What follows belongs to an exercise in optimizing a design on an open flow for small area, a short achievable clock period and few clock cycles per item; a production flow would make more cautious choices. Only simulation tests tie the RTL to the original design; equivalence was not proved.

==> flow/design.v (excerpt) <==
module amf_rx (
    input  wire        clk,
    input  wire        rst,
    input  wire        in_valid,
    output wire        in_ready,
    input  wire [31:0] sample,
    output reg         frm_valid,
    output wire [63:0] frm_payload,
    output reg         frm_crc_ok
);
    assign in_ready = 1'b1;
    reg        m_valid;
    reg [25:0] m_x2;             
    reg [7:0]  m_er;             
    wire [25:0] x2_next;
    wire [7:0]  er_next;
    mul03_pre u_pre (.x(sample[30:0]), .mx2(x2_next), .er(er_next));
    always @(posedge clk) begin
        m_valid <= in_valid & ~rst;
        m_x2    <= x2_next;
        m_er    <= er_next;
    end
    reg        t_valid;
    reg [7:0]  t_e;
    reg [23:0] t_m;
    wire [7:0]  te_next;
    wire [23:0] tm_next;
    mul03 u_new (.mx2(m_x2), .er(m_er), .e(te_next), .m(tm_next));
    always @(posedge clk) begin
        t_valid <= m_valid & ~rst;
        t_e     <= te_next;
        t_m     <= tm_next;
    end
    reg  [30:0] smoothed;
    reg         smoothed_h;      
    wire        smoothed_h_next;
    reg  [4:0]  decim_count;
    reg         fwd_valid;
    wire [30:0] smoothed_next;
    filt_step u_filt (.s(smoothed), .hs(smoothed_h), .te(t_e), .tm(t_m),
                      .y(smoothed_next), .hy(smoothed_h_next));
    always @(posedge clk) begin
        if (rst) begin
            smoothed    <= 31'd0;
            smoothed_h  <= 1'b0;
            decim_count <= 5'd0;
            fwd_valid   <= 1'b0;
        end else begin
            fwd_valid <= t_valid && decim_count == 5'd16;
            if (t_valid) begin
                smoothed    <= smoothed_next;
                smoothed_h  <= smoothed_h_next;
                decim_count <= (decim_count == 5'd16) ? 5'd0 : decim_count + 5'd1;
            end
        end
    end
    wire        chip_valid;
    wire        chip;
    peak_ser u_peak (.clk(clk), .rst(rst), .start(fwd_valid), .v(smoothed),
                     .chip(chip), .chip_valid(chip_valid));
  ...
Size in the first run: about 5000 cells after synthesis, roughly 34000 sq um of cells after synthesis.
Settings: LEC_CHECK=0, ABC_AREA=1, CAP_MARGIN=20, CORE_MARGIN=2, CORE_UTILIZATION=40, PLACE_DENSITY=0.75, SLEW_MARGIN=20; clock period 35.0 ns.
standard.sh (not shown) runs the stock make flow with config.mk's settings and CLKGATE_MAP_FILE= SYNTH_SCRIPT=/design/flow/synth_recipe.tcl, a recipe that flattens the netlist after the stock synthesis.
==> flow/flow/run.sh <==
#!/bin/bash
# The standard layout, with two changes to how it is made:
#  - Yosys's synth runs without its early ABC pass (SYNTH_ARGS=-noabc), so
#    that the full adders are found before the logic is remapped and do not
#    need inverters around them; the final ABC mapping is unchanged;
#  - repair_timing is asked for extra setup slack so that the gates on the
#    filter loop are sized for speed.
# The SDC (clock period, I/O delays) is the standard flow's own and is not touched.
set -euo pipefail
export SETUP_SLACK_MARGIN=26
export MAKEFLAGS="SYNTH_ARGS=-noabc"
bash standard.sh > standard.log 2>&1
Testbench counts at the start, summed over its fixed seeds: cycles 882,746, items 882,746.
Then changed:
==> flow/flow/run.sh (replaced) <==
#!/bin/bash
# The standard layout, with repair_timing asked for extra setup slack so
# that the gates on the filter loop are sized for speed.  The SDC (clock
# period, I/O delays) is the standard flow's own and is not touched.
set -euo pipefail
export SETUP_SLACK_MARGIN=27
bash standard.sh > standard.log 2>&1
- PLACE_DENSITY: 0.75 -> unset
Effect: The changed run went through all stages and came out clean. Routed wire length rose by about a fifth. Die area rose by a few percent. Sequential cell count does not change. Design area rose by about a fifth. Synthesized area rose by a few percent.
Then changed:
--- a/flow/flow/run.sh
+++ b/flow/flow/run.sh
@@ -6 +6 @@
-export SETUP_SLACK_MARGIN=27
+export SETUP_SLACK_MARGIN=26
- CORE_UTILIZATION: 40 -> 60
Outcome: Routed wire length fell by 10%; sequential cell count is unchanged; global-route usage is higher by 9.4 points; cell area fell by 14%; core utilization climbs by 15 points; die area decreases by 33%; count of clock-buffer cells in the layout rose by 4; via count decreases by 2.9%.
Then changed:
==> flow/flow/run.sh (replaced) <==
#!/bin/bash
# The standard layout, with two changes to how it is made:
#  - Yosys's synth runs without its early ABC pass (SYNTH_ARGS=-noabc), so
#    that the full adders are found before the logic is remapped and do not
#    need inverters around them; the final ABC mapping is unchanged;
#  - repair_timing is asked for extra setup slack so that the gates on the
#    filter loop are sized for speed.
# The SDC (clock period, I/O delays) is the standard flow's own and is not touched.
set -euo pipefail
export SETUP_SLACK_MARGIN=25.8
export MAKEFLAGS="SYNTH_ARGS=-noabc"
bash standard.sh > standard.log 2>&1
- CORE_UTILIZATION: 60 -> 40
Synthesized area shrinks by 3.2%.
Die area grows by 44%.
Global-route usage shrinks by 12 points.
First-iteration DRC count shrinks by 17%.
Critical path depth shrinks by 8.
Hold slack got worse by 8.4 ps.
Utilization shrinks by 22 points.
Design area shrinks by 2.4%.
Then changed:
==> flow/flow/run.sh (replaced) <==
#!/bin/bash
# The standard layout, with repair_timing asked for extra setup slack so
# that the gates on the filter loop are sized for speed.  The SDC (clock
# period, I/O delays) is the standard flow's own and is not touched.
set -euo pipefail
export SETUP_SLACK_MARGIN=26.5
bash standard.sh > standard.log 2>&1
What happened: The changed run passed the timing, design-rule and antenna checks; sequential cell count does not change; first-iteration DRC count grows by 7.6%; wire length grows by about 8%.


job 2079:
amf_rx again, from the RTL that the note above started with.
export LEC_CHECK = 0
export ABC_AREA = 1
export CAP_MARGIN = 20
export CORE_MARGIN = 2
export CORE_UTILIZATION = 40
export CTS_BUF_LIST = sky130_fd_sc_hd__clkbuf_8
export SLEW_MARGIN = 20
create_clock -name core_clock -period 35.0 [get_ports {clk}]
==> flow/flow/run.sh <==
#!/bin/bash
# The standard layout, with two changes to how it is made:
#  - Yosys's synth runs without its early ABC pass (SYNTH_ARGS=-noabc), so
#    that the full adders are found before the logic is remapped and do not
#    need inverters around them; the final ABC mapping is unchanged;
#  - repair_timing is asked for extra setup slack so that the gates on the
#    filter loop are sized for speed.
# The SDC (clock period, I/O delays) is the standard flow's own and is not touched.
set -euo pipefail
export SETUP_SLACK_MARGIN=26
export MAKEFLAGS="SYNTH_ARGS=-noabc"
bash standard.sh > standard.log 2>&1
Testbench counts of job 2079, summed over its fixed seeds: cycles 882,746, items 882,746.
Here is what was changed in the inputs of job 9258 compared with job 2079.
# job 2079
export LEC_CHECK = 0
export ABC_AREA = 1
export CAP_MARGIN = 20
export CORE_MARGIN = 2
export CORE_UTILIZATION = 40
export CTS_BUF_LIST = sky130_fd_sc_hd__clkbuf_8
export SLEW_MARGIN = 20
create_clock -name core_clock -period 35.0 [get_ports {clk}]
# job 9258
export LEC_CHECK = 0
export ABC_AREA = 1
export CAP_MARGIN = 20
export CORE_MARGIN = 2
export CORE_UTILIZATION = 40
export SLEW_MARGIN = 20
create_clock -name core_clock -period 35.0 [get_ports {clk}]
==> flow/flow/run.sh <==
#!/bin/bash
# The standard layout, with repair_timing asked for extra setup slack so
# that the gates on the filter loop are sized for speed.  The SDC (clock
# period, I/O delays) is the standard flow's own and is not touched.
set -euo pipefail
export SETUP_SLACK_MARGIN=26
bash standard.sh > standard.log 2>&1
Findings:
Run comparison: job 9258 critical path startpoint frame[47]; job 2079 critical path startpoint sample[28]. Worst endpoint data arrival time, job 9258 and job 2079: higher on job 2079. Summary of job 9258 over job 2079: post-route clock period utilization flat; later-pin clock latency in the skew report down 0.04 ns; count of plain and timing-repair buffers in the layout up 14; fraction of the mapped netlist area in adder cells down 1.4 points. Compared with job 2079, in job 9258 initial antenna violation count shows a reduction of 1, critical path's largest stage delay shows an increase of 0.17 ns. Sort job 9258 and job 2079 by clock skew, ascending, and job 9258 comes first.
### job 9258 -> job 8895
# job 9258
export LEC_CHECK = 0
export ABC_AREA = 1
export CAP_MARGIN = 20
export CORE_MARGIN = 2
export CORE_UTILIZATION = 40
export SLEW_MARGIN = 20
create_clock -name core_clock -period 35.0 [get_ports {clk}]
# job 8895
export LEC_CHECK = 0
export ABC_AREA = 0
export CAP_MARGIN = 20
export CORE_MARGIN = 2
export CORE_UTILIZATION = 40
export SLEW_MARGIN = 20
create_clock -name core_clock -period 35.0 [get_ports {clk}]
Notes after the runs:
In the metrics for job 9258 and job 8895, the one carrying the lower fraction of area in registers is job 8895.
On layout sequential cell count, job 8895 tracks job 9258 almost exactly.
Of job 8895 and job 9258, it is job 8895 that has the higher area added between synthesis and finish.
The share of final-layout standard cells stronger than drive strength 1 number comes out higher for job 8895 vs job 9258.
In the flow results for job 9258 and job 8895, the wire length is larger on job 8895.
Compared with job 9258, in job 8895 post-route cell area grew by 0.0040 mm^2, global-route usage grew by 1.6 points.
Job 9258 -> job 8895: total of flip-flops plus latches after synthesis delta 0, exact match
Compared with job 9258, job 8895 shows detailed-router iteration count before antenna repair lower by 2.
Compared with job 9258, job 8895 improves area after synthesis.
Input changes introduced in job 3375 (baseline for comparison: job 8895):
# job 8895
export LEC_CHECK = 0
export ABC_AREA = 0
export CAP_MARGIN = 20
export CORE_MARGIN = 2
export CORE_UTILIZATION = 40
export SLEW_MARGIN = 20
create_clock -name core_clock -period 35.0 [get_ports {clk}]
# job 3375
export LEC_CHECK = 0
export ABC_AREA = 1
export CAP_MARGIN = 20
export CORE_MARGIN = 2
export CORE_UTILIZATION = 40
export SLEW_MARGIN = 20
create_clock -name core_clock -period 35.0 [get_ports {clk}]
==> flow/flow/run.sh <==
#!/bin/bash
# The standard layout, with two changes to how it is made:
#  - Yosys's synth runs without its early ABC pass (SYNTH_ARGS=-noabc), so
#    that the full adders are found before the logic is remapped and do not
#    need inverters around them; the final ABC mapping is unchanged;
#  - repair_timing is asked for extra setup slack so that the gates on the
#    filter loop are sized for speed.
# The SDC (clock period, I/O delays) is the standard flow's own and is not touched.
set -euo pipefail
export SETUP_SLACK_MARGIN=26
export MAKEFLAGS="SYNTH_ARGS=-noabc"
bash standard.sh > standard.log 2>&1
[summary]
Job 8895 completed every stage of the flow, and the final layout passed the timing, design-rule and antenna checks. Job 3375: PASS, flow complete, no timing, DRC or antenna violations. Delta(wire length, job 3375 - job 8895) < 0. Going from job 8895 to job 3375, sequential cell area now smaller; mean instance size in the synthesized netlist now smaller; pin count of the biggest net entering global routing now smaller.

re-timing with driven ports:
Ports are ideal in the flow. The routed layouts listed here were re-timed in OpenROAD. Step 1 sets driving cells, clkbuf_16 on the clock port and buf_2 on the other inputs (assumed; they add their load-dependent delay and slew). Step 2 times the ports against the registers' clock, not the clock port: input delays grow and output delays shrink by t, the midpoint of the rising clock arrivals with the driver on. a / b / c = no drivers / after step 1 / after step 2; a / b = the first two.
run	t (ns)	slack for setup (ns)	hold slack, ns	clock arrival spread, ns	worst slew at a driven data input, ns
the first run of note 1	0.627	26.076 / 26.106 / 25.479	0.425 / 0.425 / 0.425	0.023 / 0.023	0.07
the second run of note 1	0.660	26.627 / 26.651 / 25.991	0.418 / 0.418 / 0.418	0.035 / 0.034	0.07
the third run of note 1	0.649	26.092 / 26.125 / 25.477	0.421 / 0.421 / 0.421	0.040 / 0.039	0.06
the fourth run of note 1	0.637	26.008 / 25.954 / 25.416	0.412 / 0.412 / 0.412	0.012 / 0.012	0.06
the fifth run of note 1	0.633	26.539 / 26.563 / 25.930	0.372 / 0.372 / 0.372	0.030 / 0.030	0.06
job 2079	0.660	26.189 / 26.198 / 25.560	0.412 / 0.412 / 0.412	0.043 / 0.044	0.06
job 9258	0.651	26.156 / 26.090 / 25.658	0.434 / 0.434 / 0.434	0.010 / 0.010	0.06
job 8895	0.620	25.576 / 25.576 / 25.076	0.438 / 0.438 / 0.438	0.017 / 0.018	0.07
job 3375	0.639	26.220 / 26.208 / 25.611	0.412 / 0.412 / 0.412	0.013 / 0.013	0.06
After both steps setup and hold are still met in every run listed. The setup slack of the second run of note 1, which loses most, moves by +0.024 ns with the drivers and by -0.636 ns with both steps.
